This is an optimization exercise on Yosys and OpenROAD, whose aim is small area, a short achievable clock period and few clock cycles, not a production implementation. Where RTL was checked, it was by simulation tests only, not by an equivalence proof against the original. Power and IR drop assume default switching activity.

// prf_frame_codec
module prf_frame_codec (
    input  wire        clk,
    input  wire        rst,
    input  wire        in_valid,
    output wire        in_ready,
    input  wire [1:0]  in_op,
    input  wire [4:0]  in_kind,
    input  wire [31:0] in_data,
    input  wire [2:0]  in_nbytes,
    input  wire        in_last,
    output reg         rsp_valid,
    input  wire        rsp_ready,
    output reg  [1:0]  rsp_status,
    output wire [31:0] rsp_crc,
    output wire [31:0] rsp_rcv,
    output wire [15:0] rsp_expected,
    output wire [15:0] rsp_actual
);
    localparam [1:0] OP_CRC32  = 2'd1;
    localparam [1:0] OP_DECODE = 2'd3;
    localparam [1:0] ST_OK       = 2'd0;
    localparam [1:0] ST_SIZE     = 2'd1;
    localparam [1:0] ST_CHECKSUM = 2'd2;
    reg        sk_v;
    reg [31:0] sk_data;
    reg [2:0]  sk_nb;
    reg        sk_last;
    reg [1:0]  sk_op;
    reg [4:0]  sk_kind;
    reg in_rdy;             
    assign in_ready = in_rdy;
    wire take = in_valid && in_rdy;
    wire [31:0] s_data = sk_v ? sk_data : in_data;
    wire [2:0]  s_nb   = sk_v ? sk_nb   : in_nbytes;
    wire        s_last = sk_v ? sk_last : in_last;
    wire [1:0]  s_op   = sk_v ? sk_op   : in_op;
    wire [4:0]  s_kind = sk_v ? sk_kind : in_kind;
    reg        q_v;
    reg [31:0] q_data;
    reg [2:0]  q_nb;
    reg        q_last;
    reg        q_first;
    reg [4:0]  q_k;         
    reg [4:0]  q_kc;        
    reg [4:0]  q_kf;        
    reg        first_n;     
    reg [3:0]  left;        
    reg        tx_chk;      
    reg        tx_dec;      
    reg [4:0]  tx_exp;      
    reg [4:0] s_size;
    reg [4:0] s_bsz;
    reg [4:0] s_k0;
    reg [3:0] s_rest;
    always @(*) begin
        case (s_kind)
            5'd0:  begin s_size = 5'd12; s_bsz = 5'd8; s_k0 = 5'b10000; s_rest = 4'd4; end
            5'd1:  begin s_size = 5'd11; s_bsz = 5'd7; s_k0 = 5'b10000; s_rest = 4'd3; end
            5'd2:  begin s_size = 5'd14; s_bsz = 5'd10; s_k0 = 5'b10000; s_rest = 4'd6; end
  ...
Size: roughly 1,000 cells after synthesis, roughly 190 flip-flops, ~150 I/O pins, ~0.013 mm² of cells after synthesis.
Settings: LEC_CHECK=0, CAP_MARGIN=20, CORE_MARGIN=2, CORE_UTILIZATION=40, SLEW_MARGIN=20; clock period 10.0 ns.
standard.sh (not shown) runs the stock make flow with config.mk's settings and CLKGATE_MAP_FILE= SYNTH_SCRIPT=/design/flow/synth_recipe.tcl, a recipe that flattens the netlist after the stock synthesis.
==> flow/flow/run.sh <==
#!/bin/bash
# Layout: the standard ORFS flow (standard.sh), with plain buffers on the
# ports and timing repair aimed below the clock period.
set -euo pipefail
source flow/settings.sh
bash standard.sh "${EXTRA[@]}" finish > make_finish.log 2>&1
==> flow/flow/settings.sh <==
EXTRA=(
  "BUFFER_PORTS_ARGS=-buffer_cell sky130_fd_sc_hd__buf_1"
  "SETUP_SLACK_MARGIN=6.9"
  "TNS_END_PERCENT=0"
)
Next try:
--- a/flow/design.v
+++ b/flow/design.v
@@ -115,20 +115,21 @@
     end
     wire [4:0] s_nb1h = {s_nb == 3'd4, s_nb == 3'd3, s_nb == 3'd2, s_nb == 3'd1, s_nb == 3'd0};
     wire       left_ge4 = left[3] || left[2];
     wire [4:0] left1h  = {left_ge4, !left_ge4 && left[1:0] == 2'd3, !left_ge4 && left[1:0] == 2'd2,
                           !left_ge4 && left[1:0] == 2'd1, !left_ge4 && left[1:0] == 2'd0};
     wire [4:0] s_k = first_n ? ((s_op == OP_DECODE) ? s_k0 : s_nb1h)
                              : (tx_dec ? left1h : s_nb1h);
     wire [3:0] s_left = first_n ? s_rest : (left_ge4 ? left - 4'd4 : 4'd0);
     reg [31:0] crc;
-    reg [31:0] rcv;         
+    reg [31:0] rcv;
     reg [15:0] count;
+    reg [4:0]  r_exp;
     wire proc = q_v && (!rsp_valid || rsp_ready);
     wire move = !q_v || proc;      
     wire [31:0] bd = {q_data[7:0], q_data[15:8], q_data[23:16], q_data[31:24]};
     wire [31:0] ud = ({32{q_k[4]}} & bd)
                    | ({32{q_k[3]}} & {8'd0,  bd[31:8]})
                    | ({32{q_k[2]}} & {16'd0, bd[31:16]})
                    | ({32{q_k[1]}} & {24'd0, bd[31:24]});
     wire [31:0] uc = ({32{q_kc[4]}} & crc)
                    | ({32{q_kc[3]}} & {8'd0,  crc[31:8]})
@@ -158,19 +159,19 @@
         endcase
     end
     wire [13:0] count_hi   = q_first ? 14'd0 : count[15:2];
     wire [15:0] count_next = {count_hi + {13'd0, q_nb[2]}, q_nb[1:0]};
     wire        size_bad   = tx_chk && (count_next != {11'd0, tx_exp});
     wire        sum_bad    = tx_dec && (crc != rcv_next);
     assign rsp_crc      = crc;
     assign rsp_rcv      = rcv;
     assign rsp_actual   = count;
-    assign rsp_expected = {11'd0, rcv[4:0]};
+    assign rsp_expected = {11'd0, r_exp};
     always @(posedge clk) begin
         if (rst) begin
             sk_v      <= 1'b0;
             in_rdy    <= 1'b1;
             q_v       <= 1'b0;
             first_n   <= 1'b1;
             rsp_valid <= 1'b0;
         end else begin
             if (move) begin
@@ -212,16 +213,15 @@
                 tx_dec <= (s_op == OP_DECODE);
                 tx_exp <= (s_op == OP_DECODE) ? s_size : s_bsz;
             end
         end
         if (proc) begin
             crc   <= crc_next;
             rcv   <= rcv_next;
             count <= count_next;
             if (q_last) begin
-                if (size_bad)
-                    rcv[4:0] <= tx_exp;
+                r_exp      <= tx_exp;
                 rsp_status <= size_bad ? ST_SIZE : (sum_bad ? ST_CHECKSUM : ST_OK);
             end
         end
     end
 endmodule
After rerunning: The new run completed with no timing, DRC or antenna violations; via count shrinks by 5.2%; clock power shrinks by 6.5%; clock skew shrinks by 7.6 ps; global-route usage shrinks by 2.4 points; die area shrinks by 0.78%; clock-buffer cell count shrinks by 2; design area barely changes; core utilization grows by 0.30 points; synthesized area shrinks by 0.79%; worst setup slack is better by 130 ps.
Testbench counts after the change, summed over its fixed seeds: cycles 12,333.
Only the layout flow was run in the first run of this note; the RTL was not checked for function there.

-- what the ideal ports hide --
No port has a modelled driver above. Below, the same layouts with a new extraction and two added sets of constraints.
Step 1 assumes that a clkbuf_16 drives the clock port and a buf_2 every other input.
Step 2 adds t to the input delays and takes it off the output delays; t is the mean of the earliest and latest rising clock arrival at the registers after step 1. Input paths then give back, and output paths get back, about the clock's delay inside the block.
Slacks: no drivers / after step 1 / after step 2; pairs: no drivers / after step 1.
run | shift t [ns] | setup slack, ns | slew at the worst register clock pin (ns) | pins driven straight from the clock port
the first run | 0.488 | 6.590 / 6.590 / 6.314 | 0.09 / 0.09 | 1
the second run | 0.488 | 6.720 / 6.669 / 6.274 | 0.08 / 0.08 | 1
After both steps every run listed still meets setup and hold. For the second run, which loses most, drivers alone change the setup slack by -0.051 ns; drivers and shift together by -0.446 ns.
